This design comes from an exercise in tuning for small area on the open sky130 flow, not from production work. In this exercise RTL edits were held to simulation tests only and were not proved equivalent to the original. Power figures rest on the tool's default switching activity, not on a simulated workload.

$ cat flow/constraint.sdc
create_clock -name core_clock -period 7.0 [get_ports {clk}]
set_input_delay 1.4000 -clock core_clock [delete_from_list [all_inputs] [get_ports {clk}]]
set_output_delay 1.4000 -clock core_clock [all_outputs]
set_load 0.01 [all_outputs]
$ cat flow/design.v
module jbeat_crc (
  input  wire        clk,
  input  wire        rst,
  input  wire        req_valid,
  input  wire        req_write,
  input  wire [3:0]  req_addr,
  input  wire [31:0] req_wdata,
  output reg         rsp_valid,
  output wire [31:0] rsp_rdata,
  input  wire [31:0] len_src,
  input  wire [31:0] len_tgt,
  input  wire [31:0] len_pat,
  output reg         mem_en,
  output reg         mem_we,
  output reg  [1:0]  mem_sel,
  output wire [29:0] mem_addr,
  output reg  [3:0]  mem_wstrb,
  output wire [31:0] mem_wdata,
  input  wire [31:0] mem_rdata
);
  localparam [31:0] POLY = 32'hEDB88320;
  localparam [3:0] C_MIS_SRC = 4'd1, C_SIZE = 4'd4, C_TRUNC = 4'd5,
                   C_ILLEGAL = 4'd6, C_NOTREADY = 4'd7;
  localparam [3:0] T_TCHK = 4'd1, T_CCHK = 4'd2, T_RUN = 4'd3, T_COPY = 4'd4,
                   T_LD = 4'd5, T_CHK = 4'd6, T_GATH = 4'd7, T_ALN = 4'd8,
                   T_WR1 = 4'd9, T_WR2 = 4'd10, T_RD = 4'd11, T_SZW = 4'd12;
  localparam [3:0] O_READ = 4'hA, O_SZW = 4'hB;
  localparam [2:0] S_IDLE = 3'd0, S_WAIT = 3'd1, S_STEP = 3'd2,
                   S_BYTE1 = 3'd3, S_BYTE2 = 3'd4;
  function [31:0] crc4(input [31:0] c, input [3:0] d);
    integer k;
    reg [31:0] x;
    begin
      x = c;
      for (k = 0; k < 4; k = k + 1)
        x = (x[0] ^ d[k]) ? ((x >> 1) ^ POLY) : (x >> 1);
      crc4 = x;
    end
  endfunction
  reg [31:0] sz0, sz1, sz2;      
  reg [31:0] sm0, sm1, sm2;      
  reg [31:0] ex0, ex1, ex2;      
  reg [31:0] w;                  
  reg [31:0] r;                  
  reg [31:0] acc;                
  reg        acc_v;
  reg [2:0]  sum_v, exp_v, size_v;
  reg        ok, fault;
  reg [3:0]  cause;
  wire [15:0] status = {cause, fault, ok, size_v, exp_v, sum_v, acc_v};
  reg [2:0]  ph;
  reg [2:0]  st;
  reg [3:0]  op;
  reg [1:0]  cb;
  reg [3:0]  ra;                 
  reg [4:0]  pc;
  reg [2:0]  sc;                 
  reg        fin;                
  reg [2:0]  cnt;                
  reg        b3;                 
  reg        mrd;                
  reg [1:0]  lo;                 
  reg        cw, cn;             
  reg        gt_q, lt_q, eq_q, ps_q;
  reg [1:0]  nlo;
  reg [2:0]  mm_q;
  assign rsp_rdata = r;
  assign mem_wdata = r;
  assign mem_addr  = w[31:2];
  function [6:0] step_of(input [3:0] o, input [1:0] b, input [4:0] p);
    begin
      step_of = {1'b1, 4'd0, 2'd0};
      case (o)
        4'h3: step_of = {1'b1, T_COPY, b};
        4'h4:
          case (p)
            5'd0: step_of = {1'b0, T_CCHK, b};
            5'd1: step_of = {1'b0, T_RUN,  b};
            default: step_of = {1'b1, T_COPY, b};
          endcase
        4'h5:
          case (p)
            5'd0: step_of = {1'b0, T_TCHK, 2'd0};
            default: step_of = {1'b1, T_LD, 2'd0};
          endcase
        4'h6: step_of = {1'b1, T_CHK, 2'd0};
        4'h7:
          case (p)
            5'd0:  step_of = {1'b0, T_TCHK, 2'd0};
            5'd1:  step_of = {1'b0, T_LD,   2'd0};
            5'd2:  step_of = {1'b0, T_CCHK, 2'd0};
            5'd3:  step_of = {1'b0, T_RUN,  2'd0};
            5'd4:  step_of = {1'b0, T_COPY, 2'd0};
            5'd5:  step_of = {1'b0, T_CCHK, 2'd1};
            5'd6:  step_of = {1'b0, T_RUN,  2'd1};
            5'd7:  step_of = {1'b0, T_COPY, 2'd1};
            5'd8:  step_of = {1'b0, T_CCHK, 2'd2};
            5'd9:  step_of = {1'b0, T_RUN,  2'd2};
            5'd10: step_of = {1'b0, T_COPY, 2'd2};
            default: step_of = {1'b1, T_CHK, 2'd0};
          endcase
        4'h8:
          case (p)
            5'd0: step_of = {1'b0, T_TCHK, b};
            5'd1: step_of = {1'b0, T_GATH, b};
            5'd2: step_of = {1'b0, T_ALN,  b};
            5'd3: step_of = {1'b0, T_WR1,  b};
            default: step_of = {1'b1, T_WR2, b};
          endcase
        4'h9:
          case (p)
            5'd0:  step_of = {1'b0, T_TCHK, 2'd0};
            5'd1:  step_of = {1'b0, T_CCHK, 2'd0};
            5'd2:  step_of = {1'b0, T_RUN,  2'd0};
            5'd3:  step_of = {1'b0, T_COPY, 2'd0};
            5'd4:  step_of = {1'b0, T_CCHK, 2'd1};
            5'd5:  step_of = {1'b0, T_RUN,  2'd1};
            5'd6:  step_of = {1'b0, T_COPY, 2'd1};
            5'd7:  step_of = {1'b0, T_TCHK, 2'd0};
            5'd8:  step_of = {1'b0, T_GATH, 2'd0};
            5'd9:  step_of = {1'b0, T_ALN,  2'd0};
            5'd10: step_of = {1'b0, T_WR1,  2'd0};
            5'd11: step_of = {1'b0, T_WR2,  2'd0};
            5'd12: step_of = {1'b0, T_GATH, 2'd1};
            5'd13: step_of = {1'b0, T_ALN,  2'd1};
            5'd14: step_of = {1'b0, T_WR1,  2'd1};
            5'd15: step_of = {1'b0, T_WR2,  2'd1};
            5'd16: step_of = {1'b0, T_CCHK, 2'd2};
            5'd17: step_of = {1'b0, T_RUN,  2'd2};
            5'd18: step_of = {1'b0, T_COPY, 2'd2};
            5'd19: step_of = {1'b0, T_TCHK, 2'd2};
            5'd20: step_of = {1'b0, T_GATH, 2'd2};
            5'd21: step_of = {1'b0, T_ALN,  2'd2};
            5'd22: step_of = {1'b0, T_WR1,  2'd2};
            default: step_of = {1'b1, T_WR2, 2'd2};
          endcase
        O_READ: step_of = {1'b1, T_RD, 2'd0};
        O_SZW:  step_of = {1'b1, T_SZW, b};
        default: ;
      endcase
    end
  endfunction
  wire [6:0] cur   = step_of(op, cb, pc);
  wire       last  = cur[6];
  wire [3:0] ty    = (st == S_STEP) ? cur[5:2] : 4'd0;
  wire [1:0] sb    = cur[1:0];
  wire is_tchk = (ty == T_TCHK);
  wire is_cchk = (ty == T_CCHK);
  wire is_run  = (ty == T_RUN);
  wire is_copy = (ty == T_COPY);
  wire is_ld   = (ty == T_LD);
  wire is_chk  = (ty == T_CHK);
  wire is_gath = (ty == T_GATH);
  wire is_aln  = (ty == T_ALN);
  wire is_wr1  = (ty == T_WR1);
  wire is_wr2  = (ty == T_WR2);
  wire is_rd   = (ty == T_RD);
  wire is_szw  = (ty == T_SZW);
  wire ph0 = (ph == 3'd0);
  wire ph7 = (ph == 3'd7);
  wire [1:0] nb = is_tchk ? 2'd2 : sb;        
  reg [3:0] sz_nib, len_nib;
  always @(*) begin
    case (nb)
      2'd0: begin sz_nib = sz0[3:0]; len_nib = len_src[4*ph +: 4]; end
      2'd1: begin sz_nib = sz1[3:0]; len_nib = len_tgt[4*ph +: 4]; end
      default: begin sz_nib = sz2[3:0]; len_nib = len_pat[4*ph +: 4]; end
    endcase
  end
  wire       kn4   = (nb == 2'd2) && (is_cchk || is_run);
  wire [3:0] kn    = kn4 ? (ph0 ? 4'hB : 4'hF) : 4'h0;
  wire       cn_i  = ph0 ? kn4 : cn;
  wire [4:0] nsum  = {1'b0, sz_nib} + {1'b0, kn} + {4'd0, cn_i};
  wire [3:0] n_nib = nsum[3:0];
  wire       w_inc = is_run || is_ld || is_wr1;
  wire [3:0] wa    = is_tchk ? sz2[3:0] : w[3:0];
  wire [3:0] wk    = is_tchk ? (ph0 ? {sb, 2'b11} : 4'hF)
                             : ((w_inc && ph0) ? 4'h4 : 4'h0);
  wire       cw_i  = ph0 ? is_tchk : cw;
  wire [4:0] wsum  = {1'b0, wa} + {1'b0, wk} + {4'd0, cw_i};
  wire [3:0] w_in  = is_cchk ? 4'h0 : (is_tchk || w_inc) ? wsum[3:0] : w[3:0];
  wire gt_i   = ph0 ? 1'b0 : gt_q;
  wire gt_now = (n_nib > len_nib) || ((n_nib == len_nib) && gt_i);
  wire [3:0] ca = ph0 ? {w_in[3:2], 2'b00} : w_in;
  wire [3:0] cbn = ph0 ? {n_nib[3:2], 2'b00} : n_nib;
  wire lt_i   = ph0 ? 1'b0 : lt_q;
  wire eq_i   = ph0 ? 1'b1 : eq_q;
  wire lt_now = (ca < cbn) || ((ca == cbn) && lt_i);
  wire eq_now = eq_i && (ca == cbn);
  wire ps_now = ph0 ? (sz2[3:0] < 4'd12) : (ps_q && (sz2[3:0] == 4'd0));
  wire [2:0] mm_i   = ph0 ? 3'd0 : mm_q;
  wire [2:0] mm_now = mm_i | {(sm2[3:0] != ex2[3:0]),
                              (sm1[3:0] != ex1[3:0]),
                              (sm0[3:0] != ex0[3:0])};
  wire [3:0] gsel = is_gath ? 4'd6 + {2'd0, sb} : ra;
  reg  [3:0] gsrc;
  always @(*) begin
    case (gsel)
      4'd1:  gsrc = ph[2] ? 4'd0 : status[4*ph[1:0] +: 4];
      4'd2:  gsrc = sz0[3:0];
      4'd3:  gsrc = sz1[3:0];
      4'd4:  gsrc = sz2[3:0];
      4'd5:  gsrc = acc[3:0];
      4'd6:  gsrc = sm0[3:0];
      4'd7:  gsrc = sm1[3:0];
      4'd8:  gsrc = sm2[3:0];
      4'd9:  gsrc = ex0[3:0];
      4'd10: gsrc = ex1[3:0];
      4'd11: gsrc = ex2[3:0];
      default: gsrc = 4'd0;
    endcase
  end
  wire run_full = lt_q;
  wire run_part = eq_q && (nlo != 2'd0);
  wire [2:0] ld_m = (lo == 2'd0) ? 3'd3 : 3'd4;
  reg crc_run_en;
  always @(*) begin
    case (ph)
      3'd2, 3'd3: crc_run_en = (cnt > 3'd0);
      3'd4, 3'd5: crc_run_en = (cnt > 3'd1);
      3'd6, 3'd7: crc_run_en = (cnt > 3'd2);
      default:    crc_run_en = b3;
    endcase
  end
  wire [2:0] ld_m3 = (ph >= 3'd2) ? sc : sc - 3'd1;
  wire       ld_cy = ({1'b0, ph} >= (4'd8 - {1'b0, lo, 1'b0}));
  wire [2:0] ld_k  = ld_m3 - {2'd0, ld_cy};
  wire       ld_w  = is_ld && (ld_k <= 3'd2);
  wire [1:0] tsel  = is_ld ? lo + 2'd1 : 2'd0;
  wire [3:0] rtap  = r[8*tsel +: 4];
  wire [15:0] cw16  = req_wdata[15:0];
  wire [3:0]  c_op  = cw16[15:12];
  wire [1:0]  c_z   = cw16[11:10];
  wire [1:0]  c_b   = cw16[9:8];
  wire [7:0]  c_imm = cw16[7:0];
  reg c_legal;
  always @(*) begin
    case (c_op)
      4'h2:                         c_legal = (c_z == 2'd0) && (c_b == 2'd0);
      4'h3, 4'h4, 4'h8:             c_legal = (c_z == 2'd0) && (c_b != 2'd3) && (c_imm == 8'd0);
      4'h1, 4'h5, 4'h6, 4'h7, 4'h9, 4'hF:
                                    c_legal = (cw16[11:0] == 12'd0);
      default:                      c_legal = 1'b0;
    endcase
  end
  reg c_nr;                          
  always @(*) begin
    case (c_op)
      4'h2, 4'h3: c_nr = !acc_v;
      4'h4:       c_nr = !size_v[c_b];
      4'h5:       c_nr = !size_v[2];
      4'h6:       c_nr = !((&sum_v) && (&exp_v));
      4'h7, 4'h9: c_nr = !(&size_v);
      4'h8:       c_nr = !size_v[2] || !sum_v[c_b];
      default:    c_nr = 1'b0;
    endcase
  end
  wire acc_req  = (st == S_IDLE) && req_valid;
  wire faulted_w = fault && !(req_addr == 4'd0 && cw16 == 16'hF000);
  wire run_rd = is_run && ph0 && (run_full || run_part);
  wire ld_rd  = is_ld && ph0 && (sc < ld_m);
  wire wr1    = is_wr1 && ph0;
  wire wr2    = is_wr2 && ph0 && (lo != 2'd0);
  always @(*) begin
    mem_en    = run_rd || ld_rd || wr1 || wr2;
    mem_we    = wr1 || wr2;
    mem_sel   = is_run ? sb : 2'd2;
    mem_wstrb = wr1 ? (4'hF << lo) : wr2 ? ~(4'hF << lo) : 4'd0;
  end
  wire tchk_fail = ps_now || gt_now;
  wire cchk_fail = (sb == 2'd2 && !nsum[4]) || gt_now;
  wire chk_fail  = |mm_now;
  wire step_end  = (st == S_STEP) && ph7 &&
                   (is_run ? fin : is_ld ? (sc == ld_m) : 1'b1);
  wire step_fail = (is_tchk && tchk_fail) || (is_cchk && cchk_fail) ||
                   (is_chk && chk_fail);
  wire acc_set  = (acc_req && req_write && !faulted_w && req_addr == 4'd0 &&
                   c_legal && c_op == 4'h1) ||
                  (step_end && is_cchk && !cchk_fail);
  wire acc_step = (st == S_BYTE1) || (st == S_BYTE2) || crc_run_en;
  wire acc_rot  = is_copy || (is_rd && ra == 4'd5);
  wire r_ldw   = acc_req && req_write;
  wire r_hold  = (st == S_IDLE) || (st == S_WAIT) ||
                 (is_aln && (ph < {lo, 1'b0})) ||
                 is_tchk || is_cchk || is_copy || is_chk;
  wire r_gath  = is_gath || is_rd;
  always @(posedge clk) begin
    sz0 <= {(is_szw && sb == 2'd0) ? r[3:0] : sz0[3:0], sz0[31:4]};
    sz1 <= {(is_szw && sb == 2'd1) ? r[3:0] : sz1[3:0], sz1[31:4]};
    sz2 <= {(is_szw && sb == 2'd2) ? r[3:0] : sz2[3:0], sz2[31:4]};
    sm0 <= {(is_copy && sb == 2'd0) ? ~acc[3:0] : sm0[3:0], sm0[31:4]};
    sm1 <= {(is_copy && sb == 2'd1) ? ~acc[3:0] : sm1[3:0], sm1[31:4]};
    sm2 <= {(is_copy && sb == 2'd2) ? ~acc[3:0] : sm2[3:0], sm2[31:4]};
    ex0 <= {(ld_w && ld_k == 3'd0) ? rtap : ex0[3:0], ex0[31:4]};
    ex1 <= {(ld_w && ld_k == 3'd1) ? rtap : ex1[3:0], ex1[31:4]};
    ex2 <= {(ld_w && ld_k == 3'd2) ? rtap : ex2[3:0], ex2[31:4]};
    w   <= {w_in, w[31:4]};
    cw   <= wsum[4];
    cn   <= nsum[4];
    gt_q <= gt_now;
    lt_q <= lt_now;
    eq_q <= eq_now;
    ps_q <= ps_now;
    mm_q <= mm_now;
    if (ph0) nlo <= n_nib[1:0];
    if (is_tchk && ph0) lo <= sz2[1:0];
    if (r_ldw)       r <= req_wdata;
    else if (mrd)    r <= mem_rdata;
    else if (!r_hold) r <= {r_gath ? gsrc : r[3:0], r[31:4]};
    if (acc_set)       acc <= 32'hFFFFFFFF;
    else if (acc_step) acc <= crc4(acc, r[3:0]);
    else if (acc_rot)  acc <= {acc[3:0], acc[31:4]};
  end
  always @(posedge clk) begin
    rsp_valid <= 1'b0;
    if (rst) begin
      ph     <= 3'd0;
      st     <= S_IDLE;
      acc_v  <= 1'b0;
      sum_v  <= 3'd0;
      exp_v  <= 3'd0;
      size_v <= 3'd0;
      ok     <= 1'b0;
      fault  <= 1'b0;
      cause  <= 4'd0;
      cnt    <= 3'd0;
      b3     <= 1'b0;
      mrd    <= 1'b0;
    end else begin
      ph  <= ph + 3'd1;
      mrd <= mem_en && !mem_we;
      if (ph7) b3 <= (cnt == 3'd4);
      case (st)
        S_IDLE: if (req_valid) begin
          pc <= 5'd0;
          sc <= 3'd0;
          if (!req_write) begin
            op <= O_READ; ra <= req_addr; st <= S_WAIT;
          end else if (faulted_w) begin
            rsp_valid <= 1'b1;
          end else if (req_addr >= 4'd2 && req_addr <= 4'd4) begin
            op <= O_SZW; cb <= req_addr[1:0] - 2'd2; st <= S_WAIT;
          end else if (req_addr != 4'd0) begin
            rsp_valid <= 1'b1;
          end else if (!c_legal) begin
            fault <= 1'b1; cause <= C_ILLEGAL; ok <= 1'b0;
            rsp_valid <= 1'b1;
          end else if (c_nr) begin
            fault <= 1'b1; cause <= C_NOTREADY; ok <= 1'b0;
            rsp_valid <= 1'b1;
          end else begin
            op <= c_op; cb <= c_b;
            case (c_op)
              4'h1: begin acc_v <= 1'b1; rsp_valid <= 1'b1; end
              4'h2: st <= S_BYTE1;
              4'hF: begin
                acc_v <= 1'b0; sum_v <= 3'd0; exp_v <= 3'd0; size_v <= 3'd0;
                ok <= 1'b0; fault <= 1'b0; cause <= 4'd0;
                rsp_valid <= 1'b1;
              end
              default: st <= S_WAIT;
            endcase
          end
        end
        S_BYTE1: st <= S_BYTE2;
        S_BYTE2: begin st <= S_IDLE; rsp_valid <= 1'b1; end
        S_WAIT: if (ph7) st <= S_STEP;
        S_STEP: begin
          if (is_run && ph0) begin
            fin <= !(run_full || run_part);
            cnt <= run_full ? 3'd4 : run_part ? {1'b0, nlo} : 3'd0;
          end
          if (ph7) sc <= sc + 3'd1;
          if (step_end) begin
            sc <= 3'd0;
            if (step_fail) begin
              fault <= 1'b1; ok <= 1'b0;
              cause <= is_chk ? (mm_now[0] ? C_MIS_SRC :
                                 mm_now[1] ? C_MIS_SRC + 4'd1 : C_MIS_SRC + 4'd2) :
                       (is_cchk && sb != 2'd2) ? C_SIZE : C_TRUNC;
              rsp_valid <= 1'b1;
              st <= S_IDLE;
            end else begin
              if (is_copy) begin
                sum_v[sb] <= 1'b1; acc_v <= 1'b1; ok <= 1'b0;
              end
              if (is_ld) begin
                exp_v <= 3'b111; ok <= 1'b0;
              end
              if (is_chk) ok <= 1'b1;
              if (is_wr2) begin
                exp_v <= 3'd0; ok <= 1'b0;
                if (sb != 2'd2) sum_v[2] <= 1'b0;
              end
              if (is_szw) begin
                size_v[sb] <= 1'b1; sum_v[sb] <= 1'b0; ok <= 1'b0;
                if (sb == 2'd2) exp_v <= 3'd0;
              end
              pc <= pc + 5'd1;
              if (last) begin
                rsp_valid <= 1'b1;
                st <= S_IDLE;
              end
            end
          end
        end
        default: st <= S_IDLE;
      endcase
    end
  end
endmodule
$ cat flow/config.mk
export PLATFORM = sky130hd
export DESIGN_NAME = jbeat_crc
export DESIGN_NICKNAME = jbeat_crc
export VERILOG_FILES = /design/flow/design.v
export SDC_FILE = /design/flow/constraint.sdc
export NUM_CORES = 4
export LEC_CHECK = 0
export CAP_MARGIN = 20
export CORE_MARGIN = 2
export CORE_UTILIZATION = 40
export PLACE_DENSITY = 0.6
export SLEW_MARGIN = 20
$ cat flow/run.sh
#!/bin/bash
# synth_recipe.tcl (not shown) runs the flow's synth.tcl, then flattens the netlist and writes it again
# the make line also repeats each setting of config.mk as NAME=value (left out here)
make -C /OpenROAD-flow-scripts/flow DESIGN_CONFIG=/design/flow/config.mk WORK_HOME=/design/flow/orfs CLKGATE_MAP_FILE= SYNTH_SCRIPT=/design/flow/synth_recipe.tcl finish
==> run notes, run 1 <==
* Outcome: timing/DRC/antenna clean
* Chip Width at 215 um
* Routed vias at 13600
* R2r setup slk at 390 ps
* Die height at 215 um
* Post-Syn Instances at 1750
* Setup Crit Path Kind: flip-flop to flip-flop
* CP bufs+invs at 1
* Min Tclk post-route at 6610 ps
* Synth cell count leaders: 401 x dfxtp_1, 151 x nand2_1, 145 x nor2_1
* Crit path max-delay cell type: or4_4
* Full die area at 0.0461 mm2
* CTS root buffer: clkbuf_16
* Area contributors post-synth: dfxtp_1 45%, edfxtp_1 9.3%, ha_1 3.2%
* Crit path launch type: flip-flop
* Wire length of the first global-routing pass at 80.4 mm
* VDD IR max at 248 uV
* Detail Placement HPWL at 38.9 mm
* Post-synthesis sequential area ratio at 0.545
* Arr. time, crit path at 7100 ps
* Layout cells sized above 1 at 0.0995
* Routability Congestion at 0.928
* Syn Area/Cell at 10.2 um2
* Crit path max fanout at 12
* Number of synthesized flops with an enable pin at 55
* Final WL at 52.6 mm
* Area leader, netlist: dfxtp_1
* Row cnt at 77
* Hold Vio Cnt, Final at 0
* Synth Register Bits at 456
* Pin count of the biggest net entering global routing at 63
* Via count of the first global-routing pass at 13500
* Cells along the critical path: or4_4 > o211a_1 > or4_1 > or4_4 > nand2b_2 > o22a_1 > o21ai_0 > fa_1 > fa_1 > inv_1 > ha_1 > a21oi_1 > nor2b_1 > o31a_1 > o2111ai_1 > and3_1 > nand2_1 > o21ai_1 > ha_1 > nand2_1 > nor4_1 > o211ai_1 > o211ai_1
* Worst path required time at 7490 ps
* Post-synth top area share at 0.452
* NumNets Final at 2178
* Min Hold Slack at 321 ps
* R2R depth at 23
* Starting Density at 0.404
* CTS max path bufs at 3
* Final period util at 0.944
* Syn nets at 1966
* Antenna violations before repair at 2
* P_leak at 8.51 nW
* Register area at 0.00968 mm2
* Ports at 271
* DRT antenna net count at 0
* Num CTS Buffers at 47
* ANT cells at 0
* Crit-path max cell delay at 600 ps
* Fin util at 0.509
* Total negative slack at 0 ps
* Area of the multi-input gates at 0.00710 mm2
* Final Max Slew Viols at 0
* Relative max-transition margin at 0.417
* H-tree depth at 2
* Cell family with most CP delay: simple AND/OR/NAND/NOR gates
* Core box area at 0.0440 mm2
* Fraction of registers with async set or reset after synthesis at 0
* Hold depth at 0
* F_max at 151 MHz
* Count leader, synth: dfxtp_1
* CTS tree: yes
* Main flop type after synthesis: dfxtp_1
* Synth-to-layout area growth at 26.1%
* Pwr dens at 278 mW/mm2
* Netlist cell types at 82
* Worst-margin pin slew at 872 ps
* GRT Util Overall at 0.224
* GR Overflow Total at 0
* Initial DRC count at 1048
* WHS Endpoint: sz0[16]
* YS warnings at 1
* Residual DRC at 0
* Clock Pin Slew Worst Setup and Hold Paths at 60 ps
* Port Buffer Count at 270
* Hold Path Class: flip-flop to flip-flop
* Reg-to-reg startpoint: op[1]
* Unrepaired setup endpoints after global routing: false
* Worst setup EP type: flip-flop
* CP Depth at 23
* Clk Latency, worst-skew pair at 590 ps
* Clock sinks at 456
* Vias per inst at 5.26
* Final setup violation count at 0
* DR WL/cell at 20.3 um
* Filler instances at 4012
* Clock Skews at 27.6 ps
* Drt pass-1 iters at 6
* Tot Pwr at 6.23 mW
* Post-Syn Area at 0.0178 mm2
* Worst Min Path Start: sz0[20]
* Max Cap Viol at 0
[repair_timing]
item                       4_1_cts  5_1_grt
buffers inserted                 0        5
gates resized for setup          0        4
hold buffers                     0        0
setup endpoints to repair        0        5
[final cells by class]
class	count	area share
well taps	592	0.0331
clock buffers	61	0.0613
repair buffers	311	0.134
inverters	52	0.00882
clock inverters	26	0.0133
multi-input cells	1094	0.317
flip-flops and latches	456	0.432
[through the flow]
step | std cells | setup WS, ps | area (um2)
floorplan | 1750 | 420 | 17800
CTS | 2587 | 290 | 22300
global route | 2592 | 0.670 | 22400
finish | 2592 | 389 | 22400
detailed placement | 2500 | 339 | 20700
global placement | 2500 | 520 | 20700
[metal layers]
layer | GRT usage | up-vias | wire [um]
met5 | 0 | - | 10
met4 | 0.0727 | 2 | 1450
met3 | 0.0459 | 94 | 3420
met2 | 0.373 | 474 | 24900
met1 | 0.291 | 6517 | 22900
li1 | - | 6551 | -
[flip-flops by register name, summed over array words and instances, names as in the netlist, 5 cells and up, named ones only]
register  count
sm1          32
ex1          32
ex0          32
ex2          32
sz2          32
r            32
sz1          32
sm0          32
acc          32
sm2          32
pc            5
sz0          32
w            32
[cell families (layout without fill, tap and decap cells)]
logic type      Yosys count  in the layout  synth area share
xor+xnor                 63             63            0.0311
buf+inv                 200            450            0.0584
compound gates          377            377             0.133
fa+ha+maj                51             51            0.0363
simple gates            512            512             0.140
flops                   456            456             0.545
mux                      91             91            0.0567
[power by group]
part	total (mW)	internal (mW)	switching, mW
logic	0.734	0.360	0.374
registers	2.88	2.77	0.107
clock network	2.62	1.55	1.07
[worst max-delay path by stage]
| stage | start | to | slack [ps] |
|---|---|---|---|
| 2_1_floorplan | op[1] | flip-flop | 420 |
| 4_1_cts | op[1] | flip-flop | 290 |
| 3_3_place_gp | op[1] | flip-flop | 520 |
| 6_report | op[1] | flip-flop | 390 |
| 3_5_place_dp | op[1] | flip-flop | 340 |
| 5_1_grt | op[1] | flip-flop | 0.7 |
[cells in the final DEF, fill, tap and decap left out, types with 41 or more instances in the layout]
cell	Yosys	routed
dfxtp_1	401	400
clkdlybuf4s50_1	0	270
nand2_1	151	151
nor2_1	145	145
o21ai_0	102	101
a21oi_1	98	97
edfxtp_1	55	55
clkbuf_16	0	51
mux2i_1	50	50
inv_1	50	49
o22ai_1	48	48
ha_1	46	46
nor3_1	44	44
buf_4	65	41
==> run 2: changes to the inputs <==
--- a/flow/config.mk
+++ b/flow/config.mk
@@ -7,2 +7,3 @@
 export LEC_CHECK = 0
+export ABC_AREA = 1
 export CAP_MARGIN = 20
==> run 2 against run 1 <==
  * First-iteration DRC count fell by 1.2%
  * Register-to-register slack improved by 180 ps
  * Via count rose by 4.7%
  * Cell count rose by 10%
  * Routed wire length fell by 3.1%
  * Design area fell by 0.96%
  * Sequential share of layout area rose by 0.40 points
  * Largest cell class unchanged
==> run notes, run 2 <==
* Relative max-transition margin at 0.292
* Final Max Slew Viols at 0
* CTS root buffer: clkbuf_16
* Via count of the first global-routing pass at 13700
* Pwr dens at 322 mW/mm2
* Fraction of registers with async set or reset after synthesis at 0
* Detail Placement HPWL at 38.3 mm
* Drt pass-1 iters at 5
* Reg-to-reg startpoint: op[3]
* Routed vias at 14300
* ANT cells at 0
* Crit path launch type: flip-flop
* Post-Syn Instances at 2013
* Syn Area/Cell at 8.79 um2
* Final setup violation count at 0
* Pin count of the biggest net entering global routing at 63
* Num CTS Buffers at 47
* Ports at 271
* Fin worst setup slack at 568 ps
* GR Overflow Total at 0
* Core box area at 0.0439 mm2
* Worst-margin pin slew at 1050 ps
* Clock sinks at 456
* Clk Latency, worst-skew pair at 600 ps
* Combinational power share at 0.197
* Cell family with most CP delay: simple AND/OR/NAND/NOR gates
* Port Buffer Count at 270
* Netlist cell types at 56
* Worst path required time at 7500 ps
* Outcome: timing/DRC/antenna clean
* Starting Density at 0.403
* Most common cell after layout, fill and taps aside: dfxtp_1
* H-tree depth at 2
* Total negative slack at 0 ps
* GR Util met2 at 0.345
* VDD IR max at 147 uV
* Clk pwr share at 0.363
* Syn nets at 2229
* Post-Syn Area at 0.0177 mm2
* P_leak at 9.25 nW
* YS warnings at 1
* Worst Min Path Start: ex0[6]
* Post-synth top area share at 0.454
* CP bufs+invs at 7
* Unrepaired setup endpoints after global routing: false
* Met1 Usage GRT at 0.307
* Post-DP Area at 0.0205 mm2
* Post-synthesis sequential area ratio at 0.547
* Area leader, netlist: dfxtp_1
* DR WL/cell at 17.9 um
* Synth Register Bits at 456
* Clock Pin Slew Worst Setup and Hold Paths at 60 ps
* Setup Crit Path Kind: flip-flop to flip-flop
* R2r setup slk at 570 ps
* CP most frequent cell: nand2_1
* Crit path max fanout at 15
* Layout cells sized above 1 at 0.0722
* Die height at 214 um
* Sequential power share at 0.440
* Area contributors post-synth: dfxtp_1 45%, edfxtp_1 9.3%, nand2_1 8.0%
* Routability Congestion at 0.950
* Hold Vio Cnt, Final at 0
* Residual DRC at 0
* Worst slack, placed at 553 ps
* Initial DRC count at 1035
* Crit path max-delay cell type: fa_1
* NumNets Final at 2439
* Crit-path max cell delay at 480 ps
* Hold Path Class: flip-flop to flip-flop
* CTS tree: yes
* Antenna violations before repair at 2
* Met3 usage at 0.0438
* Full die area at 0.0459 mm2
* CTS max path bufs at 3
* Max Cap Viol at 0
* Worst setup EP type: flip-flop
* Number of synthesized flops with an enable pin at 55
* Switching Power at 2.05 mW
* Arr. time, crit path at 6930 ps
* Synth cell count leaders: 401 x dfxtp_1, 379 x nand2_1, 197 x nor2_1
* Main flop type after synthesis: dfxtp_1
* Synth-to-layout area growth at 25.4%
* Final Cell Area at 0.0222 mm2
* Gr busiest metal: met2
* Fin util at 0.505
* GRT Util Overall at 0.221
* DRT antenna net count at 0
* CP Launch Point: op[3]
* Most frequent cells in the layout: 401 x dfxtp_1, 378 x nand2_1, 270 x clkdlybuf4s50_1
* Clock Skews at 29.3 ps
* F_max at 155 MHz
* Vias per inst at 5.01
* Wire length of the first global-routing pass at 79.2 mm
* Count leader, synth: dfxtp_1
* Final period util at 0.919
* Row cnt at 77
* Sw Ratio at 0.287
* Min Tclk post-route at 6430 ps
* Chip Width at 214 um
* Final WL at 51.0 mm
* Internal at 5.08 mW
run 2: cell count changes in the layout (fill, tap and decap cells not counted), moves of 23 or more:
cell,previous run,this run
a21oi_1,97,50
a31oi_1,5,29
buf_4,41,13
inv_1,49,195
mux2_2,37,0
mux2i_1,50,1
nand2_1,151,378
nand3_1,39,120
nor2_1,145,197
nor2b_1,23,0
o211ai_1,12,48
o21ai_0,101,127
run 2: timing repair:
action | 4_1_cts | 5_1_grt
hold buffers | 0 | 0
setup buffers | 0 | 2
gates resized for setup | 0 | 4
endpoints found under the setup margin | 0 | 10
run 2: logic make-up (layout without fill, tap and decap cells):
| logic type | Yosys count | in the layout | share of synthesized area |
|---|---|---|---|
| muxes | 1 | 1 | 0.000566 |
| adders and majority gates | 48 | 48 | 0.0348 |
| xor gates and xnor gates | 39 | 39 | 0.0193 |
| AOI/OAI and AO/OA | 346 | 346 | 0.120 |
| DFF | 456 | 456 | 0.547 |
| buffers and inverters | 333 | 579 | 0.0864 |
| and+or+nand+nor | 790 | 790 | 0.192 |
run 2: routing by layer:
metal | vias to the layer above | share of wire | routed length, um
li1 | 7030 | - | -
met5 | - | 0.00045 | 23
met2 | 568 | 0.43 | 22100
met3 | 95 | 0.075 | 3820
met4 | 4 | 0.025 | 1260
met1 | 6587 | 0.47 | 23700
run 2: power by group through the flow:
stage / Clock [mW] / Combinational [mW] / Sequential, mW
final: 2.59 / 1.40 / 3.14
after global routing: 2.77 / 1.57 / 3.17
after CTS: 2.66 / 1.40 / 3.14
after detailed placement: 0 / 1.38 / 3.19
after global placement: 0 / 1.37 / 3.20
after floorplan: 0 / 0.912 / 3.11
run 2: final cells by class:
| class | instances | area (um2) |
|---|---|---|
| Fill cell | 4142 | 21700 |
| Sequential cell | 456 | 9680 |
| Multi-Input combinational cell | 1224 | 6520 |
| Timing Repair Buffer | 283 | 2800 |
| Clock buffer | 65 | 1380 |
| Inverter | 211 | 795 |
| Tap cell | 592 | 741 |
| Clock inverter | 20 | 282 |
run 2: metrics by stage:
stage	hold slack, ps	total power [mW]	cells
floorplan	310	4.02	2013
global placement	310	4.57	2764
detailed placement	312	4.58	2764
CTS	304	7.20	2849
global route	319	7.50	2851
finish	310	7.13	2851
run 2: final timing paths:
check	end	cells after the start
worst min-delay path	ex0[2]	0
worst max register to register	flip-flop	39
worst max-delay path	flip-flop	39
worst min register to register	ex0[2]	0
==> run 3: changes to the inputs <==
--- a/flow/config.mk
+++ b/flow/config.mk
@@ -11,2 +11,3 @@
 export CORE_UTILIZATION = 40
+export CTS_BUF_LIST = sky130_fd_sc_hd__clkbuf_4
 export PLACE_DENSITY = 0.6
==> run 3 against run 2 <==
  * Still clean on timing, DRC and antenna
  * Routed wire length is 1.0% higher
  * Utilization down 0.38 points
  * Maximum frequency rose by 0.20%
  * Largest power group unchanged
==> run notes, run 3 <==
* GR Overflow Total at 0
* Outcome: timing/DRC/antenna clean
* Most frequent cells in the layout: 401 x dfxtp_1, 378 x nand2_1, 270 x clkdlybuf4s50_1
* Synth Register Bits at 456
* Worst-margin pin slew at 1040 ps
* Filler instances at 4224
* Unrepaired setup endpoints after global routing: false
* Post-Syn Area at 0.0177 mm2
* Count leader, synth: dfxtp_1
* NumNets Final at 2506
* GRT Util Overall at 0.222
* Worst Min Path Start: sm2[13]
* Chip Width at 214 um
* CTS root buffer: clkbuf_4
* Area leader, netlist: dfxtp_1
* Fraction of registers with async set or reset after synthesis at 0
* Final period util at 0.917
* Hold Path Class: flip-flop to flip-flop
* CTS tree: yes
* Total negative slack at 0 ps
* Starting Density at 0.403
* Drt pass-1 iters at 5
* Clk Latency, worst-skew pair at 820 ps
* Pin count of the biggest net entering global routing at 63
* Final WL at 51.5 mm
* Crit path max-delay cell type: fa_1
* Most common cell after layout, fill and taps aside: dfxtp_1
* Min Tclk post-route at 6420 ps
* Arr. time, crit path at 7100 ps
* Hold Vio Cnt, Final at 0
* DRT antenna net count at 0
* Final Max Slew Viols at 0
* Num CTS Buffers at 113
* Relative max-transition margin at 0.306
* Post-synthesis sequential area ratio at 0.547
* Port Buffer Count at 270
* Cell family with most CP delay: simple AND/OR/NAND/NOR gates
* Final setup violation count at 0
* Crit path launch type: flip-flop
* VDD IR max at 151 uV
* Worst path required time at 7680 ps
* Ports at 271
* Residual DRC at 0
* Post-synth top area share at 0.454
* Clock Pin Slew Worst Setup and Hold Paths at 60 ps
* Crit-path max cell delay at 470 ps
* Initial DRC count at 964
* CP most frequent cell: nand2_1
* Main flop type after synthesis: dfxtp_1
* Setup Crit Path Kind: flip-flop to flip-flop
* Hold buffer count at CTS at 0
* Vias per inst at 4.94
* CP bufs+invs at 7
* YS warnings at 1
* Row cnt at 77
* Full die area at 0.0459 mm2
* R2R depth at 39
* Synth cell count leaders: 401 x dfxtp_1, 379 x nand2_1, 197 x nor2_1
* F_max at 156 MHz
* Crit path max fanout at 15
* Max Cap Viol at 0
* H-tree depth at 3
* Clock sinks at 456
* Worst setup EP type: flip-flop
* Synth-to-layout area growth at 24.5%
* Detail Placement HPWL at 38.3 mm
* Post-Syn Instances at 2013
* Reg-to-reg startpoint: op[3]
* Fin util at 0.501
* Hold depth at 0
* P_leak at 9.34 nW
* Core box area at 0.0439 mm2
* Via count of the first global-routing pass at 14300
* CTS max path bufs at 3
* Die height at 214 um
* Syn Area/Cell at 8.79 um2
* Antenna violations before repair at 3
* Pwr dens at 307 mW/mm2
* Layout cells sized above 1 at 0.115
* Routability Congestion at 0.950
* R2r setup slk at 580 ps
* Wire length of the first global-routing pass at 79.9 mm
* Area contributors post-synth: dfxtp_1 45%, edfxtp_1 9.3%, nand2_1 8.0%
* Number of synthesized flops with an enable pin at 55
* DR WL/cell at 17.3 um
* Clock Skews at 64.3 ps
* WHS Endpoint: sm2[9]
* Routed vias at 14700
* Netlist cell types at 56
* Syn nets at 2229
## run 3: cell type report
cell class,count,area (um2),share of cell area
multi-input combinational,1224,6520,0.296
clock buffer,175,1310,0.0597
inverter,211,795,0.0361
timing repair buffer,284,2810,0.127
antenna,2,5.00,0.000227
clock inverter,26,163,0.00739
tap,592,741,0.0336
sequential,456,9680,0.439
## run 3: cell families (layout without fill, tap and decap cells)
group,count (synthesis),in the layout,synth area share
compound gates,346,346,0.120
xor+xnor,39,39,0.0193
fa+ha+maj,48,48,0.0348
buf+inv,333,696,0.0864
flops,456,456,0.547
mux,1,1,0.000566
other cells,0,2,0
simple gates,790,790,0.192
## run 3: what timing repair did
| action | 4_1_cts | 5_1_grt |
|---|---|---|
| gates resized for setup | 0 | 4 |
| setup endpoints to repair | 0 | 10 |
| setup buffers | 0 | 3 |
## run 3: power breakdown
part | leakage [nW] | internal, mW | switching (mW)
Sequential | 3.77 | 2.92 | 0.221
Clock | 0.889 | 1.18 | 1.04
Combinational | 4.69 | 0.630 | 0.777
Total | 9.34 | 4.72 | 2.03
## run 3: per-stage QoR
stage                     hold WS (ps)  setup slack, ps  instance area, um2  total power, mW  std cells
after floorplan                    310             1560               17700             4.02       2013
after global placement             310              835               20500             4.57       2764
after detailed placement           312              553               20500             4.58       2764
after CTS                          304              507               22000             6.83       2965
after global routing               299             4.02               22000             7.17       2969
final                              300              581               22000             6.76       2970
## run 3: worst max-delay path by stage
| stage | from | endpoint | slack, ps | depth (start not counted) |
|---|---|---|---|---|
| floorplan | pc[1] | flip-flop | 1560 | 39 |
| global placement | op[3] | flip-flop | 840 | 39 |
| detailed placement | op[2] | flip-flop | 550 | 37 |
| CTS | op[2] | flip-flop | 510 | 37 |
| global route | op[3] | flip-flop | 4 | 39 |
| finish | op[3] | flip-flop | 580 | 39 |
## run 3: per-layer routing
layer  vias up  track usage  part of all wire
met5         -            0           0.00025
met3        66       0.0557             0.082
met1      6749        0.302              0.46
met2       611        0.346              0.44
li1       7232            -                 -
met4         2       0.0731             0.021
==> run 4: changes to the inputs <==
--- a/flow/config.mk
+++ b/flow/config.mk
@@ -8,2 +8,3 @@
 export ABC_AREA = 1
+export ABC_CLOCK_PERIOD_IN_PS = 7000
 export CAP_MARGIN = 20
==> run 4 against run 3 <==
  * Still clean on timing, DRC and antenna
  * Design area is the same
  * Routed wire length is the same
  * Synthesized area is the same
  * Die area is the same
==> run notes, run 4 <==
* Outcome: timing/DRC/antenna clean
* Max Cap Viol at 0
* Antenna violations before repair at 3
* Syn nets at 2229
* Total negative slack at 0 ps
* Worst setup EP type: flip-flop
* Worst Min Path Start: sm2[13]
* Synth Register Bits at 456
* Min Tclk post-route at 6420 ps
* P_leak at 9.34 nW
* Count leader, synth: dfxtp_1
* Final Max Slew Viols at 0
* Filler instances at 4224
* Final WL at 51.5 mm
* Clock sinks at 456
* Area of the multi-input gates at 0.00652 mm2
* Hold depth at 0
* Die height at 214 um
* Residual DRC at 0
* CP bufs+invs at 7
* GRT Util Overall at 0.222
* CP most frequent cell: nand2_1
* Row cnt at 77
* Pwr dens at 307 mW/mm2
* Hold Vio Cnt, Final at 0
* Crit-path max cell delay at 470 ps
* Post-synth top area share at 0.454
* Fraction of registers with async set or reset after synthesis at 0
* Post-synthesis sequential area ratio at 0.547
* Fin util at 0.501
* Port Buffer Count at 270
* Initial DRC count at 964
* NumNets Final at 2506
* Main flop type after synthesis: dfxtp_1
* Clock Skews at 64.3 ps
* Setup Crit Path Kind: flip-flop to flip-flop
* Post-Syn Instances at 2013
* Arr. time, crit path at 7100 ps
* Drt pass-1 iters at 5
* Crit path max fanout at 15
* Reg-to-reg startpoint: op[3]
* Post-Syn Area at 0.0177 mm2
* Most common cell after layout, fill and taps aside: dfxtp_1
* WHS Endpoint: sm2[9]
* CTS max path bufs at 3
* Syn Area/Cell at 8.79 um2
* H-tree depth at 3
* Cell family with most CP delay: simple AND/OR/NAND/NOR gates
* VDD IR max at 151 uV
* Num CTS Buffers at 113
* Register area at 0.00968 mm2
* CTS tree: yes
* Detail Placement HPWL at 38.3 mm
* Worst path required time at 7680 ps
* Vias per inst at 4.94
* Wire length of the first global-routing pass at 79.9 mm
* F_max at 156 MHz
* YS warnings at 1
* Worst-margin pin slew at 1040 ps
* Crit path launch type: flip-flop
* Layout cells sized above 1 at 0.115
* Hold Path Class: flip-flop to flip-flop
* Routed vias at 14700
* Via count of the first global-routing pass at 14300
* Final period util at 0.917
* Synth cell count leaders: 401 x dfxtp_1, 379 x nand2_1, 197 x nor2_1
* Area leader, netlist: dfxtp_1
* Clk Latency, worst-skew pair at 820 ps
* GR Overflow Total at 0
* DR WL/cell at 17.3 um
* Unrepaired setup endpoints after global routing: false
* Crit path max-delay cell type: fa_1
* Ports at 271
* Final setup violation count at 0
* Relative max-transition margin at 0.306
* Fin cells at 2970
* DRT antenna net count at 0
* Netlist cell types at 56
* Number of synthesized flops with an enable pin at 55
* Pin count of the biggest net entering global routing at 63
* R2R depth at 39
* R2r setup slk at 580 ps
* Clock Pin Slew Worst Setup and Hold Paths at 60 ps
* Most frequent cells in the layout: 401 x dfxtp_1, 378 x nand2_1, 270 x clkdlybuf4s50_1
* Chip Width at 214 um
* Routability Congestion at 0.950
* Placed cell count at 2764
* CTS root buffer: clkbuf_4
* Area contributors post-synth: dfxtp_1 45%, edfxtp_1 9.3%, nand2_1 8.0%
* Synth-to-layout area growth at 24.5%
* Core box area at 0.0439 mm2
* Tot Pwr at 6.76 mW
* Hold buffer count at CTS at 0
* Full die area at 0.0459 mm2
* Starting Density at 0.403
-- run 4: cell counts after synthesis --
No cell type changed its count.
-- run 4: worst max path at each step --
stage,cells past startpoint,from,to,slack [ps]
finish,39,op[3],flip-flop,580
global route,39,op[3],flip-flop,4
CTS,37,op[2],flip-flop,510
detailed placement,37,op[2],flip-flop,550
global placement,39,op[3],flip-flop,840
floorplan,39,pc[1],flip-flop,1560
-- run 4: logic make-up after synthesis --
| logic type | synth area share |
|---|---|
| AOI/OAI and AO/OA | 0.120 |
| xor gates and xnor gates | 0.0193 |
| adders and majority gates | 0.0348 |
| buffers and inverters | 0.0864 |
| DFF | 0.547 |
| muxes | 0.000566 |
| and+or+nand+nor | 0.192 |
-- run 4: worst register-to-register path, delay by kind of cell, from the launching register on --
family          cells  cell delay, ps
simple gates       23            2840
xor+xnor            1             250
fa+ha+maj           5            1800
compound gates      3             490
buf+inv             7             510
flops               1             400
-- run 4: final cells by class --
type,instances,share of cell area
Sequential cell,456,0.439
Multi-Input combinational cell,1224,0.296
Timing Repair Buffer,284,0.127
Clock buffer,175,0.0597
Inverter,211,0.0361
Tap cell,592,0.0336
Clock inverter,26,0.00739
Antenna cell,2,0.000227
-- run 4: repair_timing --
item | CTS | global route
buffers inserted | 0 | 3
setup endpoints to repair | 0 | 10
resized for setup | 0 | 4
hold endpoints to repair | 0 | 0
-- run 4: metal layers --
layer	routed length [um]	up-vias	GRT usage
li1	-	7232	-
met1	23500	6749	0.302
met2	22600	611	0.346
met3	4230	66	0.0557
met4	1070	2	0.0731
met5	13	-	0
-- run 4: stage by stage --
step / area [um2] / setup slack (ps) / hold WS (ps)
after floorplan: 17700 / 1560 / 310
after global placement: 20500 / 835 / 310
after detailed placement: 20500 / 553 / 312
after CTS: 22000 / 507 / 304
after global routing: 22000 / 4.02 / 299
final: 22000 / 581 / 300
-- run 4: report_power, final --
part           internal [mW]  total (mW)  switching, mW
logic                  0.630        1.41          0.777
clock network           1.18        2.21           1.04
registers               2.92        3.14          0.221
==> run 5: changes to the inputs <==
==> flow/flow/run.sh (new file) <==
#!/bin/bash
# The standard layout, except that the input and output ports are buffered
# with the smallest buffer (sky130_fd_sc_hd__buf_1) instead of the default
# choice of buffer_ports. Every port still gets its own buffer.
set -euo pipefail
bash standard.sh finish 'BUFFER_PORTS_ARGS=-buffer_cell sky130_fd_sc_hd__buf_1' > standard_flow.log 2>&1
==> flow/standard.sh (new file) <==
#!/bin/bash
# synth_recipe.tcl (not shown) runs the flow's synth.tcl, then flattens the netlist and writes it again
# the make line also repeats each setting of config.mk as NAME=value (left out here)
make -C /OpenROAD-flow-scripts/flow DESIGN_CONFIG=/design/flow/config.mk WORK_HOME=/design/flow/orfs CLKGATE_MAP_FILE= SYNTH_SCRIPT=/design/flow/synth_recipe.tcl "${@:-finish}"
--- a/flow/config.mk
+++ b/flow/config.mk
@@ -8,3 +8,2 @@
 export ABC_AREA = 1
-export ABC_CLOCK_PERIOD_IN_PS = 7000
 export CAP_MARGIN = 20
removed: flow/run.sh
==> run 5 against run 4 <==
  * Routed wire length shrank 2.6%
  * Clock power grew 2%
  * Sequential share of layout area is 3.7 points higher
  * Non-clock buffer count down 1
  * Count of clock-buffer cells in the layout is 15 lower
  * Synthesized area is the same
  * Global-route usage is 0.68 points lower
  * Synthesized cell count unchanged
  * Via count increased by 0.85%
  * Maximum frequency rose by 2.7%
  * Die area stayed put
  * Highest routed layer unchanged
==> run notes, run 5 <==
* Post-synthesis sequential area ratio at 0.547
* Setup Crit Path Kind: flip-flop to flip-flop
* Chip Width at 214 um
* Hold Vio Cnt, Final at 0
* Sequential power share at 0.474
* Synth Register Bits at 456
* Worst-margin pin slew at 1020 ps
* Crit path max fanout at 15
* Hold Path Class: flip-flop to flip-flop
* Fraction of registers with async set or reset after synthesis at 0
* Number of synthesized flops with an enable pin at 55
* Via count of the first global-routing pass at 13900
* Switching Power at 2.04 mW
* R2R depth at 39
* Fin worst setup slack at 752 ps
* Syn nets at 2229
* Routability Congestion at 0.943
* Clk Latency, worst-skew pair at 860 ps
* Antenna violations before repair at 3
* Ports at 271
* Fin util at 0.463
* Internal at 4.55 mW
* Combinational power share at 0.184
* Final period util at 0.893
* Area contributors post-synth: dfxtp_1 45%, edfxtp_1 9.3%, nand2_1 8.0%
* CTS root buffer: clkbuf_4
* Drt pass-1 iters at 6
* CTS tree: yes
* Count leader, synth: dfxtp_1
* Tot Pwr at 6.59 mW
* Die height at 214 um
* Initial DRC count at 1105
* Starting Density at 0.403
* Max Cap Viol at 0
* DR WL/cell at 16.9 um
* Core box area at 0.0439 mm2
* Crit path launch type: flip-flop
* Worst slack, placed at 684 ps
* Most frequent cells in the layout: 401 x dfxtp_1, 378 x nand2_1, 270 x buf_1
* Pwr dens at 324 mW/mm2
* Main flop type after synthesis: dfxtp_1
* Min Tclk post-route at 6250 ps
* Port Buffer Count at 270
* GR Overflow Total at 0
* Final Cell Area at 0.0203 mm2
* Layout cells sized above 1 at 0.111
* Hold depth at 0
* DRT antenna net count at 0
* Arr. time, crit path at 6980 ps
* Pin count of the biggest net entering global routing at 63
* VDD IR max at 185 uV
* Synth cell count leaders: 401 x dfxtp_1, 379 x nand2_1, 197 x nor2_1
* Sw Ratio at 0.309
* Worst Min Path Start: ex0[30]
* YS warnings at 1
* GRT Util Overall at 0.215
* Hold buffer count at CTS at 0
* Final Max Slew Viols at 0
* Worst path required time at 7730 ps
* Clock sinks at 456
* Routed vias at 14800
* Vias per inst at 4.98
* F_max at 160 MHz
* Fin cells at 2968
* Clock Pin Slew Worst Setup and Hold Paths at 60 ps
* Final setup violation count at 0
* Filler instances at 4414
* Total negative slack at 0 ps
* Clock Skews at 97.6 ps
* Num CTS Buffers at 114
* Wire length of the first global-routing pass at 77.1 mm
* R2r setup slk at 750 ps
* WHS Endpoint: ex0[26]
* Crit-path max cell delay at 460 ps
* Outcome: timing/DRC/antenna clean
* Clk pwr share at 0.342
* Final WL at 50.1 mm
* Area leader, netlist: dfxtp_1
* Detail Placement HPWL at 37.4 mm
* Residual DRC at 0
* NumNets Final at 2506
* Full die area at 0.0459 mm2
* Row cnt at 77
* Post-DP Area at 0.0188 mm2
* Relative max-transition margin at 0.311
* H-tree depth at 3
* Post-Syn Area at 0.0177 mm2
* Worst setup EP type: flip-flop
* Reg-to-reg startpoint: pc[1]
* Placed cell count at 2766
* Most common cell after layout, fill and taps aside: dfxtp_1
* Crit path max-delay cell type: fa_1
* Synth-to-layout area growth at 14.9%
* CTS max path bufs at 3
* Syn Area/Cell at 8.79 um2
* Post-Syn Instances at 2013
* Netlist cell types at 56
* Post-synth top area share at 0.454
* Unrepaired setup endpoints after global routing: false
* CP most frequent cell: nand2_1
* P_leak at 8.62 nW
* Min Hold Slack at 289 ps
[run 5: cell counts after synthesis]
No cell type changed its count.
[run 5: worst max-delay path: cells and delay by family, from the launching register on]
kind	cells	cell delay, ps
DFF	1	440
xor gates and xnor gates	1	200
and+or+nand+nor	23	2810
buffers and inverters	7	530
AOI/OAI and AO/OA	3	460
adders and majority gates	5	1690
[run 5: what timing repair did]
item,4_1_cts,5_1_grt
endpoints found under the setup margin,0,6
buffers inserted,0,0
gates resized for setup,0,2
[run 5: cell type report]
cell class                 instances  area (um2)  share of cell area
timing repair buffer             283        1110              0.0546
sequential                       456        9680               0.476
inverter                         211         795              0.0391
antenna                            1        2.50            0.000123
clock buffer                     160        1200              0.0591
multi-input combinational       1224        6510               0.320
clock inverter                    41         292              0.0143
tap                              592         741              0.0364
[run 5: worst max-delay path by stage]
stage / startpoint / slack (ps) / cells after the start / end
after floorplan: pc[1] / 1560 / 39 / flip-flop
after global placement: op[2] / 860 / 37 / flip-flop
after detailed placement: op[2] / 680 / 30 / flip-flop
after CTS: op[3] / 640 / 39 / flip-flop
after global routing: op[2] / 50 / 32 / flip-flop
final: pc[1] / 750 / 39 / flip-flop
[run 5: per-layer routing]
layer | wire (um) | share of wire | vias up | track usage
met2 | 21600 | 0.43 | 635 | 0.329
met5 | 27 | 0.00054 | - | 0
li1 | - | - | 7241 | -
met4 | 1390 | 0.028 | 4 | 0.0877
met3 | 3910 | 0.078 | 92 | 0.0582
met1 | 23200 | 0.46 | 6812 | 0.289
[run 5: kinds of logic after synthesis]
| family | synth area share |
|---|---|
| DFF | 0.547 |
| and+or+nand+nor | 0.192 |
| muxes | 0.000566 |
| AOI/OAI and AO/OA | 0.120 |
| buffers and inverters | 0.0864 |
| adders and majority gates | 0.0348 |
| xor gates and xnor gates | 0.0193 |
[run 5: power groups by stage]
| stage | registers (mW) | logic (mW) | clock network (mW) |
|---|---|---|---|
| global placement | 3.18 | 1.18 | 0 |
| finish | 3.12 | 1.21 | 2.25 |
| floorplan | 3.11 | 0.912 | 0 |
| global route | 3.14 | 1.35 | 2.48 |
| CTS | 3.12 | 1.21 | 2.34 |
| detailed placement | 3.18 | 1.20 | 0 |
==> run 6: changes to the inputs <==
--- a/flow/config.mk
+++ b/flow/config.mk
@@ -8,2 +8,3 @@
 export ABC_AREA = 1
+export ABC_CLOCK_PERIOD_IN_PS = 50000
 export CAP_MARGIN = 20
@@ -11,3 +12,4 @@
 export CORE_UTILIZATION = 40
-export CTS_BUF_LIST = sky130_fd_sc_hd__clkbuf_4
+export CTS_CLUSTER_DIAMETER = 80
+export CTS_CLUSTER_SIZE = 30
 export PLACE_DENSITY = 0.6
==> run 6 against run 5 <==
  * Still clean
  * Utilization fell by 1.4 points
  * Clock power fell by 24%
  * Count of clock-buffer cells in the layout fell by 131
  * Sequential share of layout area rose by 1.4 points
  * Via count fell by 4.2%
  * Routed wire length fell by 2.3%
  * Sequential cell count did not move
  * Non-clock buffer count did not move
==> run notes, run 6 <==
* VDD IR max at 191 uV
* Relative max-transition margin at 0.272
* ANT cells at 0
* Final setup violation count at 0
* Final WL at 49.0 mm
* Gr busiest metal: met2
* Post-synth top area share at 0.454
* Clk Latency, worst-skew pair at 590 ps
* Drt pass-1 iters at 6
* Ports at 271
* Clock Skews at 30.2 ps
* Post-Syn Area at 0.0177 mm2
* Mux contribution to synthesized area at 0.000566
* Post-Syn Instances at 2013
* Switching Power at 1.94 mW
* P_leak at 8.15 nW
* H-tree depth at 1
* Sequential power share at 0.517
* Area leader, netlist: dfxtp_1
* Hold Vio Cnt, Final at 0
* Met3 usage at 0.0413
* Crit-path max cell delay at 460 ps
* Worst setup EP type: flip-flop
* Detail Placement HPWL at 37.4 mm
* Tot Pwr at 6.04 mW
* Clk pwr share at 0.283
* Unrepaired setup endpoints after global routing: false
* Most frequent cells in the layout: 401 x dfxtp_1, 378 x nand2_1, 270 x buf_1
* Clock Pin Slew Worst Setup and Hold Paths at 100 ps
* Adder-cell area share of the yosys netlist at 0.0348
* Via count of the first global-routing pass at 13100
* Min Hold Slack at 323 ps
* Worst-margin pin slew at 1080 ps
* Residual DRC at 0
* Xor and xnor area share after synthesis at 0.0193
* CTS root buffer: clkbuf_16
* Pin count of the biggest net entering global routing at 63
* Crit path max fanout at 15
* Hold buffer count at CTS at 0
* Pwr dens at 306 mW/mm2
* Starting Density at 0.403
* Netlist cell types at 56
* Number of synthesized flops with an enable pin at 55
* Largest family of logic cells by synthesized area: simple AND/OR/NAND/NOR gates
* CTS tree: yes
* Placed cell count at 2766
* Synth Register Bits at 456
* Syn nets at 2229
* Post-synthesis sequential area ratio at 0.547
* Final Max Slew Viols at 0
* Main flop type after synthesis: dfxtp_1
* Row cnt at 77
* Met1 Usage GRT at 0.292
* Max Cap Viol at 0
* Count leader, synth: dfxtp_1
* Syn Area/Cell at 8.79 um2
* Crit path max-delay cell type: edfxtp_1
* GR Util met2 at 0.326
* Initial DRC count at 1319
* Vias per inst at 5.05
* Outcome: timing/DRC/antenna clean
* Compound-gate portion of the synthesized area at 0.120
* YS warnings at 1
* Synth cell count leaders: 401 x dfxtp_1, 379 x nand2_1, 197 x nor2_1
* GRT Util Overall at 0.207
* DRT antenna net count at 0
* Fin cells at 2807
* Internal at 4.10 mW
* CP most frequent cell: nand2_1
* Wire length of the first global-routing pass at 74.9 mm
* Antenna violations before repair at 2
* Crit path launch type: flip-flop
* Area contributors post-synth: dfxtp_1 45%, edfxtp_1 9.3%, nand2_1 8.0%
* Simple-Gate Fraction of Synth Area at 0.192
* Routability Congestion at 0.943
* Full die area at 0.0459 mm2
* Layout cells sized above 1 at 0.0542
* Fraction of registers with async set or reset after synthesis at 0
* GR Overflow Total at 0
* CTS max path bufs at 3
* Clock sinks at 456
* Setup Crit Path Kind: flip-flop to flip-flop
* Chip Width at 214 um
* Total negative slack at 0 ps
* Arr. time, crit path at 6770 ps
* DR WL/cell at 17.4 um
* Worst path required time at 7490 ps
* Synth-to-layout area growth at 11.5%
* Die height at 214 um
* Sw Ratio at 0.321
* Final period util at 0.897
* Core box area at 0.0439 mm2
* Num CTS Buffers at 24
* NumNets Final at 2416
* F_max at 159 MHz
* Min Tclk post-route at 6280 ps
* Hold Path Class: flip-flop to flip-flop
* Most common cell after layout, fill and taps aside: dfxtp_1
* Port Buffer Count at 270
* Routed vias at 14200
* Combinational power share at 0.200
[run 6: cell counts after synthesis]
No cell type changed its count.
[run 6: cell families (layout without fill, tap and decap cells)]
| kind of cell | after synthesis | in the layout |
|---|---|---|
| AOI/OAI and AO/OA | 346 | 346 |
| xor gates and xnor gates | 39 | 39 |
| adders and majority gates | 48 | 48 |
| buffers and inverters | 333 | 535 |
| DFF | 456 | 456 |
| muxes | 1 | 1 |
| and+or+nand+nor | 790 | 790 |
[run 6: path summary, 6_finish.rpt]
path / start / endpoint / slack [ps] / cells past startpoint
setup / recovery: pc[1] / flip-flop / 720 / 39
hold / removal: sz2[6] / sz2[2] / 320 / 0
setup reg to reg: pc[1] / flip-flop / 720 / 39
hold reg to reg: sz2[6] / sz2[2] / 320 / 0
[run 6: layout make-up]
type	count	area [um2]
Clock buffer	29	641
Clock inverter	12	258
Fill cell	4375	24200
Inverter	211	795
Multi-Input combinational cell	1224	6510
Sequential cell	456	9680
Tap cell	592	741
Timing Repair Buffer	283	1110
[run 6: per-layer routing]
metal	vias up	wire, um
li1	6956	-
met1	6565	22900
met2	578	21100
met3	67	3800
met4	4	1100
met5	-	29
[run 6: per-stage QoR]
stage	area, um2	util	setup slack (ps)
finish	19700	0.449	722
global placement	18800	0.428	865
global route	19700	0.449	13.2
floorplan	17700	-	1560
detailed placement	18800	0.428	684
CTS	19700	0.449	623
[run 6: power groups by stage]
stage | Combinational, mW | Sequential (mW) | Clock (mW)
floorplan | 0.912 | 3.11 | 0
global placement | 1.18 | 3.18 | 0
detailed placement | 1.20 | 3.18 | 0
CTS | 1.21 | 3.12 | 1.75
global route | 1.35 | 3.14 | 1.85
finish | 1.21 | 3.12 | 1.71
[run 6: critical path: cells and delay by family, from the launching register on]
family,cells,cell delay [ps]
AND/OR/NAND/NOR,23,2830
adder cells (fa/ha/maj),5,1720
buffers and inverters,7,510
AO/OA/AOI/OAI,3,470
flip-flops,1,460
XOR/XNOR,1,220
[run 6: repair_timing]
item | CTS | global route
setup buffers | 0 | 0
setup endpoints to repair | 0 | 10
resized for setup | 0 | 2

## afterwards: timing with drivers on the ports
The results above use ideal ports. As a check the final layouts listed here were re-extracted and re-timed, cells and wires unchanged.
Step 1 (the two cells are an assumption about what drives the block):
set clk [get_ports {clk}]
set_driving_cell -lib_cell sky130_fd_sc_hd__clkbuf_16 $clk
set_driving_cell -lib_cell sky130_fd_sc_hd__buf_2 [delete_from_list [all_inputs] $clk]
Step 2 adds t to the input delays and takes it off the output delays; t is the mean of the earliest and latest rising clock arrival at the registers after step 1. Input paths then give back, and output paths get back, about the clock's delay inside the block.
Slacks: ideal / step 1 / step 2; pairs: ideal / step 1.
run | shift t [ns] | setup WS [ns] | clock arrival spread, ns | worst register clock-pin slew, ns
run 1 | 0.629 | 0.389 / 0.389 / 0.389 | 0.029 / 0.029 | 0.07 / 0.07
run 2 | 0.641 | 0.568 / 0.568 / 0.568 | 0.032 / 0.032 | 0.06 / 0.06
run 3 | 0.837 | 0.581 / 0.581 / 0.581 | 0.069 / 0.069 | 0.08 / 0.08
run 4 | 0.837 | 0.581 / 0.581 / 0.581 | 0.069 / 0.069 | 0.08 / 0.08
run 5 | 0.861 | 0.752 / 0.752 / 0.752 | 0.098 / 0.098 | 0.09 / 0.09
run 6 | 0.625 | 0.722 / 0.722 / 0.722 | 0.031 / 0.031 | 0.11 / 0.11
After both steps every run listed still meets setup and hold.
